Source: an optimization exercise on an open RTL-to-GDS flow (aim: a short achievable clock period and few clock cycles). Production flows keep margins and buffers that such runs may drop.
Only simulation tests tie the RTL to the original design; equivalence was not proved.
Power and IR drop assume default switching activity.

==> run a: inputs <==
// gfe
module gfe #(
    parameter RXMAX = 128
) (
    input  wire        clk,
    input  wire        rst,
    input  wire        cmd_valid,
    output wire        cmd_ready,
    input  wire [23:0] cmd_word,
    output wire        rsp_valid,
    input  wire        rsp_ready,
    output wire [3:0]  rsp_rc,
    output wire [15:0] rsp_val,
    output wire [2:0]  rsp_nout,
    output wire [39:0] rsp_out
);
    localparam RXDMAX = RXMAX - 6;
    localparam LW     = $clog2(RXMAX + 1);   
    localparam IW     = $clog2(RXMAX);       
    localparam QN     = 5;                   
    localparam [3:0] RC_OK = 4'd0, RC_ILLEGAL = 4'd1, RC_SEQ = 4'd2,
                     RC_RANGE = 4'd3, RC_OVF = 4'd4, RC_TRAIL = 4'd5;
    localparam [7:0] OP_NOP     = 8'h00, OP_GET     = 8'h01,
                     OP_CRC_CLR = 8'h10, OP_CRC_PUT = 8'h11,
                     OP_ESC_PUT = 8'h20, OP_UNE_CLR = 8'h21,
                     OP_UNE_PUT = 8'h22, OP_UNE_END = 8'h23,
                     OP_TX_START = 8'h30, OP_TX_PUT = 8'h31,
                     OP_TX_END  = 8'h32, OP_TX_CLR  = 8'h33,
                     OP_RX_CLR  = 8'h40, OP_RX_PUT  = 8'h41,
                     OP_RX_END  = 8'h42, OP_RX_LD   = 8'h43;
    localparam [2:0] ST_FILL = 3'd0, ST_FRAME = 3'd1, ST_ACKD = 3'd2,
                     ST_EMPTY = 3'd3, ST_SHORT = 3'd4, ST_TYPE = 3'd5,
                     ST_CSUM = 3'd6, ST_OVFL = 3'd7;
    function [15:0] crc_byte;
        input [15:0] r;
        input [7:0]  d;
        integer k;
        reg   [15:0] t;
        begin
            t = r;
            for (k = 7; k >= 0; k = k - 1) begin
                if (t[15])
                    t = {t[14:0], d[k]} ^ 16'h1021;
                else
                    t = {t[14:0], d[k]};
            end
            crc_byte = t;
        end
    endfunction
    function in_escset;
        input [7:0] b;
        begin
            in_escset = (b == 8'h0D) || (b == 8'h06) || (b == 8'h1B) ||
                        (b == 8'h80) || (b == 8'h40);
        end
    endfunction
    localparam [15:0] G_FF = 16'h00FF;   
    reg rst_r;
    always @(posedge clk) rst_r <= rst;
    wire kill = rst | rst_r;
    reg        rdy_r;
  ...
make LEC_CHECK=0 CAP_MARGIN=20 CORE_MARGIN=2 CORE_UTILIZATION=40 SLEW_MARGIN=20 finish   # period 8.0 ns
run.sh (not shown) runs the stock make flow with config.mk's settings and CLKGATE_MAP_FILE= SYNTH_SCRIPT=/design/flow/synth_recipe.tcl, a recipe that flattens the netlist after the stock synthesis.
==> run b: changes against run a <==
--- a/flow/design.v
+++ b/flow/design.v
@@ -57,17 +57,18 @@
     reg rst_r;
     always @(posedge clk) rst_r <= rst;
     wire kill = rst | rst_r;
     reg        rdy_r;
     reg [2:0]  occ;           
-    reg [QN-1:0] q_v;
-    reg [62:0] q_d [0:QN-1];
+    reg        h_v;           
+    reg [62:0] h_d;
+    reg [2:0]  f_n;           
     assign cmd_ready = rdy_r;
-    wire accept = cmd_valid && rdy_r;
-    wire take   = q_v[0] && rsp_ready;
-    assign rsp_valid = q_v[0];
-    assign {rsp_rc, rsp_val, rsp_nout, rsp_out} = q_d[0];
+    wire accept = cmd_valid && (occ != QN);
+    wire take   = (f_n != 3'd0) && rsp_ready;
+    assign rsp_valid = h_v;
+    assign {rsp_rc, rsp_val, rsp_nout, rsp_out} = h_d;
     wire [2:0] occ_next = occ + {2'd0, accept} - {2'd0, take};
     always @(posedge clk) begin
         if (rst) begin
             occ   <= 3'd0;
             rdy_r <= 1'b1;
@@ -115,11 +116,11 @@
     reg [15:0] b_h;           
     reg        b_esc;         
     reg        b_is1b, b_is06, b_is0d, b_typeok;
     reg        b_ld_hi;       
     reg [IW-1:0] b_ld_idx;
-    reg [7:0]  b_ld_data;
+    reg [7:0]  b_ldg [0:7];   
     wire [15:0] a_g = crc_byte(16'd0, a_b);
     always @(posedge clk) begin
         b_v        <= a_v;
         b_ill      <= a_v && !a_legal;
         b_get      <= a_v && a_legal && (a_opc == OP_GET);
@@ -146,12 +147,16 @@
         b_is06     <= (a_b == 8'h06);
         b_is0d     <= (a_b == 8'h0D);
         b_typeok   <= (a_b == 8'h00) || (a_b == 8'h80) || (a_b == 8'h40);
         b_ld_hi    <= (a_arg[15:IW] != 0);
         b_ld_idx   <= a_arg[IW-1:0];
-        b_ld_data  <= (a_arg[IW-1:0] < RXDMAX) ? rxdata[a_arg[IW-1:0]] : 8'd0;
     end
+    integer g;
+    always @(posedge clk)
+        for (g = 0; g < 8; g = g + 1)
+            b_ldg[g] <= (g * 16 + a_arg[3:0] < RXDMAX) ?
+                        rxdata[g * 16 + a_arg[3:0]] : 8'd0;
     reg [15:0]   crc;
     reg          unepend;
     reg          txph;
     reg [1:0]    txcnt;
     reg [15:0]   txcrc;
@@ -169,13 +174,15 @@
     reg [15:0]   prev_g;      
     reg          prev_1b, prev_0d;
     reg          pend;        
     reg [LW-1:0] mlen;        
     reg [15:0]   dcrc;        
+    reg          dcrc_z;      
+    reg          mlen_ge4;    
     reg [7:0]    dec_a, dec_c;
-    reg          w_en;
-    reg [IW-1:0] w_idx;
+    reg [7:0]    w_row;
+    reg [15:0]   w_col;
     reg [7:0]    w_data;
     wire rx_fill     = (rxstat == ST_FILL);
     wire rx_frame    = (rxstat == ST_FRAME);
     wire rx_empty    = (rxlen == 0);
     wire tx_start_ok = b_tx_start && !txph;
@@ -210,12 +217,12 @@
         if (rxovf)                   dec_st = ST_OVFL;
         else if (rx_empty)           dec_st = ST_EMPTY;
         else if (pend)               dec_st = ST_SHORT;
         else if (raw0_06)            dec_st = ST_ACKD;
         else if (!raw0_typeok)       dec_st = ST_TYPE;
-        else if (mlen < 4)           dec_st = ST_SHORT;
-        else if (dcrc != 16'd0)      dec_st = ST_CSUM;
+        else if (!mlen_ge4)          dec_st = ST_SHORT;
+        else if (!dcrc_z)            dec_st = ST_CSUM;
         else if (!prev_0d)           dec_st = ST_SHORT;
         else                         dec_st = ST_FRAME;
     end
     reg [15:0] sr_val;
     always @(*) begin
@@ -238,11 +245,11 @@
         if (b_get)
             e_val = sr_val;
         else if (rx_end_ok)
             e_val = {13'd0, dec_st};
         else if (ld_ok)
-            e_val = {8'd0, b_ld_data};
+            e_val = {8'd0, b_ldg[b_ld_idx[IW-1:4]]};
         else
             e_val = 16'd0;
     end
     wire [7:0] fin_hi = txfin[15:8];
     wire [7:0] fin_lo = txfin[7:0];
@@ -254,27 +261,31 @@
                                   : {8'h0D, 8'h0D, lo_b1, lo_b0, fin_hi};
     reg [2:0]  e_nout;
     reg [39:0] e_out;
     always @(*) begin
         e_nout = 3'd0;
-        e_out  = {32'd0, b_b};
+        e_out  = {b_b, 24'd0, b_b};
         if (b_esc_put || tx_put_ok) begin
             e_nout = b_esc ? 3'd2 : 3'd1;
-            e_out  = b_esc ? {24'd0, ~b_b, 8'h1B} : {32'd0, b_b};
+            e_out  = b_esc ? {b_b, 16'd0, ~b_b, 8'h1B} : {b_b, 24'd0, b_b};
         end else if (b_une_put) begin
             e_nout = (unepend || !b_is1b) ? 3'd1 : 3'd0;
-            e_out  = {32'd0, unepend ? ~b_b : b_b};
+            e_out  = {b_b, 24'd0, unepend ? ~b_b : b_b};
         end else if (tx_start_ok) begin
             e_nout = 3'd1;
         end else if (tx_end_ok) begin
             e_nout = 3'd3 + {2'd0, fe_hi} + {2'd0, fe_lo};
             e_out  = txend_out;
         end
     end
     wire         int_go   = rx_put_ok && (rxlen[LW-1:1] != 0);
     wire         int_emit = int_go && (pend || !prev_1b);
     wire [7:0]   int_byte = pend ? ~prev : prev;
+    wire [15:0]  dcrc_next = crc_byte(dcrc, 8'h00) ^ prev_g ^ (pend ? G_FF : 16'd0);
+    integer gw;
+    wire [IW-1:0] w_idx = mlen[IW-1:0] - 2'd2;
+    wire          w_go  = int_emit && (mlen >= 2) && (mlen < RXDMAX + 2);
     reg        e_v;
     reg [62:0] e_d;
     always @(posedge clk) begin
         e_v <= b_v && !kill;
         e_d <= {e_rc, e_val, e_nout, e_out};
@@ -295,11 +306,12 @@
             rxcmd   <= 8'd0;
             rxdlen  <= {LW{1'b0}};
             pend    <= 1'b0;
             mlen    <= {LW{1'b0}};
             dcrc    <= 16'd0;
-            w_en    <= 1'b0;
+            dcrc_z  <= 1'b1;
+            mlen_ge4 <= 1'b0;
         end else begin
             if (b_crc_clr)
                 crc <= 16'd0;
             else if (b_crc_put)
                 crc <= crc_byte(crc, 8'h00) ^ b_g;
@@ -326,11 +338,10 @@
                 txph  <= 1'b0;
                 txcnt <= 2'd0;
                 txcrc <= txfin;
                 txfin <= crc_byte(crc_byte(txfin, 8'h00), 8'h00);
             end
-            w_en <= 1'b0;
             if (b_rx_clr) begin
                 rxlen  <= {LW{1'b0}};
                 rxovf  <= 1'b0;
                 rxstat <= ST_FILL;
                 rxtype <= 8'd0;
@@ -338,10 +349,12 @@
                 rxcmd  <= 8'd0;
                 rxdlen <= {LW{1'b0}};
                 pend   <= 1'b0;
                 mlen   <= {LW{1'b0}};
                 dcrc   <= 16'd0;
+                dcrc_z <= 1'b1;
+                mlen_ge4 <= 1'b0;
             end else if (rx_put_ovf) begin
                 rxovf <= 1'b1;
             end else if (rx_put_ok) begin
                 rxlen <= rxlen + 1'b1;
                 if (int_go) begin
@@ -349,19 +362,21 @@
                         pend <= 1'b0;
                     else if (prev_1b)
                         pend <= 1'b1;
                 end
                 if (int_emit) begin
-                    dcrc <= crc_byte(dcrc, 8'h00) ^ prev_g ^ (pend ? G_FF : 16'd0);
+                    dcrc <= dcrc_next;
+                    dcrc_z <= (dcrc_next == 16'd0);
                     mlen <= mlen + 1'b1;
-                    w_en <= (mlen >= 2) && (mlen < RXDMAX + 2);
+                    if (mlen == 3)
+                        mlen_ge4 <= 1'b1;
                 end
             end else if (rx_end_ok) begin
                 rxstat <= dec_st;
                 rxtype <= rx_empty ? 8'd0 : raw0;
                 if (!rxovf && !rx_empty && !pend && !raw0_06 && raw0_typeok &&
-                    !(mlen < 4) && dcrc == 16'd0 && prev_0d) begin
+                    mlen_ge4 && dcrc_z && prev_0d) begin
                     rxaddr <= dec_a;
                     rxcmd  <= dec_c;
                     rxdlen <= mlen - 3'd4;
                 end
             end
@@ -381,36 +396,49 @@
         end
         if (int_emit) begin
             if (mlen == 0) dec_a <= int_byte;
             if (mlen == 1) dec_c <= int_byte;
         end
-        w_idx  <= mlen[IW-1:0] - 2'd2;
+        w_row  <= w_go ? (8'd1 << w_idx[IW-1:4]) : 8'd0;
+        w_col  <= 16'd1 << w_idx[3:0];
         w_data <= int_byte;
-        if (w_en)
-            rxdata[w_idx] <= w_data;
-    end
+        for (gw = 0; gw < RXDMAX; gw = gw + 1)
+            if (w_row[gw / 16] && w_col[gw % 16])
+                rxdata[gw] <= w_data;
+    end
+    reg [62:0]   f_d [0:QN-1];
+    reg [QN-1:0] f_wp, f_rp;      
+    wire [QN-1:0] f_rp1 = {f_rp[QN-2:0], f_rp[QN-1]};
+    reg  [62:0]   f_old, f_old1;
     integer i;
+    always @(*) begin
+        f_old  = 63'd0;
+        f_old1 = 63'd0;
+        for (i = 0; i < QN; i = i + 1) begin
+            f_old  = f_old  | ({63{f_rp[i]}}  & f_d[i]);
+            f_old1 = f_old1 | ({63{f_rp1[i]}} & f_d[i]);
+        end
+    end
+    wire [62:0] h_take = (f_n == 3'd1) ? e_d : f_old1;
+    wire [62:0] h_keep = (f_n == 3'd0) ? e_d : f_old;
+    always @(posedge clk) begin
+        h_d <= take ? h_take : h_keep;
+        for (i = 0; i < QN; i = i + 1)
+            if (e_v && f_wp[i])
+                f_d[i] <= e_d;
+    end
     always @(posedge clk) begin
         if (rst) begin
-            q_v <= {QN{1'b0}};
+            h_v  <= 1'b0;
+            f_n  <= 3'd0;
+            f_wp <= {{(QN-1){1'b0}}, 1'b1};
+            f_rp <= {{(QN-1){1'b0}}, 1'b1};
         end else begin
-            for (i = 0; i < QN; i = i + 1) begin
-                if (take) begin
-                    if (i < QN - 1 && q_v[(i + 1) % QN]) begin
-                        q_v[i] <= 1'b1;
-                        q_d[i] <= q_d[(i + 1) % QN];
-                    end else if (q_v[i] && e_v) begin
-                        q_v[i] <= 1'b1;
-                        q_d[i] <= e_d;
-                    end else begin
-                        q_v[i] <= 1'b0;
-                    end
-                end else begin
-                    if (!q_v[i] && e_v && (i == 0 || q_v[(i + QN - 1) % QN])) begin
-                        q_v[i] <= 1'b1;
-                        q_d[i] <= e_d;
-                    end
-                end
-            end
+            h_v  <= (f_n + {2'd0, e_v} - {2'd0, take}) != 3'd0;
+            f_n  <= f_n + {2'd0, e_v} - {2'd0, take};
+            if (e_v)
+                f_wp <= {f_wp[QN-2:0], f_wp[QN-1]};
+            if (take)
+                f_rp <= f_rp1;
         end
     end
 endmodule
==> flow/flow/run.sh (new file) <==
#!/bin/bash
set -euo pipefail
bash standard.sh SETUP_SLACK_MARGIN=5.4 place > standard_place.log 2>&1
RES=orfs/results/sky130hd/gfe/base openroad -no_init -exit flow/pull_outputs.tcl > pull_outputs.log 2>&1
bash standard.sh SETUP_SLACK_MARGIN=5.4 finish > standard_flow.log 2>&1
==> flow/flow/pull_outputs.tcl (new file) <==
# Move each register that drives an output port's buffer alone next to that
# buffer, then legalize. The netlist is not changed.
read_db $::env(RES)/3_place.odb
set block [ord::get_db_block]
set moved 0
foreach bterm [$block getBTerms] {
  if {[$bterm getIoType] != "OUTPUT"} { continue }
  set net [$bterm getNet]
  if {$net == "NULL"} { continue }
  set buf ""
  foreach it [$net getITerms] { if {[$it isOutputSignal]} { set buf [$it getInst] } }
  if {$buf == ""} { continue }
  set innet ""
  foreach it [$buf getITerms] { if {[$it isInputSignal]} { set innet [$it getNet] } }
  if {$innet == "" || $innet == "NULL"} { continue }
  if {[llength [$innet getITerms]] != 2} { continue }
  set ff ""
  foreach it [$innet getITerms] { if {[$it isOutputSignal]} { set ff [$it getInst] } }
  if {$ff == ""} { continue }
  if {![string match "*dfxtp*" [[$ff getMaster] getName]]} { continue }
  set loc [$buf getLocation]
  $ff setLocation [lindex $loc 0] [lindex $loc 1]
  incr moved
}
puts "moved $moved registers"
detailed_placement
check_placement
write_db $::env(RES)/3_place.odb
==> flow/standard.sh (new file) <==
#!/bin/bash
# synth_recipe.tcl (not shown) runs the flow's synth.tcl, then flattens the netlist and writes it again
# the make line also repeats each setting of config.mk as NAME=value (left out here)
make -C /OpenROAD-flow-scripts/flow DESIGN_CONFIG=/design/flow/config.mk WORK_HOME=/design/flow/orfs CLKGATE_MAP_FILE= SYNTH_SCRIPT=/design/flow/synth_recipe.tcl "${@:-finish}"
- ABC_CLOCK_PERIOD_IN_PS: default -> 2500
- CTS_CLUSTER_DIAMETER: default -> 140
- CTS_CLUSTER_SIZE: default -> 24
- PLACE_DENSITY: default -> 0.8
removed: flow/run.sh
==> qor summary <==
metric                                                                   run a     run b
Run status                                    no timing/DRC/antenna violations  no timing/DRC/antenna violations
Count of buffers from port buffering                                        86        91
Maximum number of pins on one net before global-route repair                98       111
Startpoint types                                                    input port  register
Number of multi-input combinational cells in the layout                   1983      2514
Die height                                                              399 µm    413 µm
Largest vdd supply drop                                               0.225 mV  0.181 mV
1st-iter DRT viols                                                        3605      8605
Routed wire length per instance                                        24.7 µm   28.4 µm
Clock buffer instance count of the final layout                            231       146
Routed metal-1 wire length                                             67.5 mm   70.2 mm
Average vias per placed instance                                          5.53      6.39
FF-to-FF Start                                                          a_w[2]    b_b[6]
Portion of synthesized cell area occupied by the leading cell type       0.620     0.594
Worst Reg-to-Reg Cells                                                       8         7
Power Total                                                            16.7 mW   17.2 mW
DRT Pass-1 Iters                                                             6        10
Cell count after synthesis                                                3817      4630
First-pass GRT wire length                                              222 mm    278 mm
Testbench counts of run a, summed over its fixed seeds: cycles 35,470.
Testbench counts of run b, summed over its fixed seeds: cycles 35,470.

## what the ideal ports hide
In the flow no input, the clock included, has a driving cell. The finished layouts below were timed again as built, in two steps.
Step 1: set_driving_cell puts a clkbuf_16 on clk and a buf_2 on each other input, an assumption about the parent block.
Step 2, shift: input delay + t, output delay - t, t = (earliest + latest rising clock arrival at the registers) / 2. This alone moves slack from input paths to output paths.
a / b / c = no drivers / after step 1 / after step 2; a / b = the first two.
| run | shift t [ns] | setup WS [ns] | hold WS [ns] |
|---|---|---|---|
| run a | 0.845 | 3.972 / 4.019 / 3.174 | 0.341 / 0.341 / 0.341 |
| run b | 0.817 | 5.168 / 5.098 / 4.571 | 0.401 / 0.401 / 0.401 |
After both steps every run listed still meets setup and hold. The setup slack of run a, which loses most, moves by +0.047 ns with the drivers and by -0.798 ns with both steps.
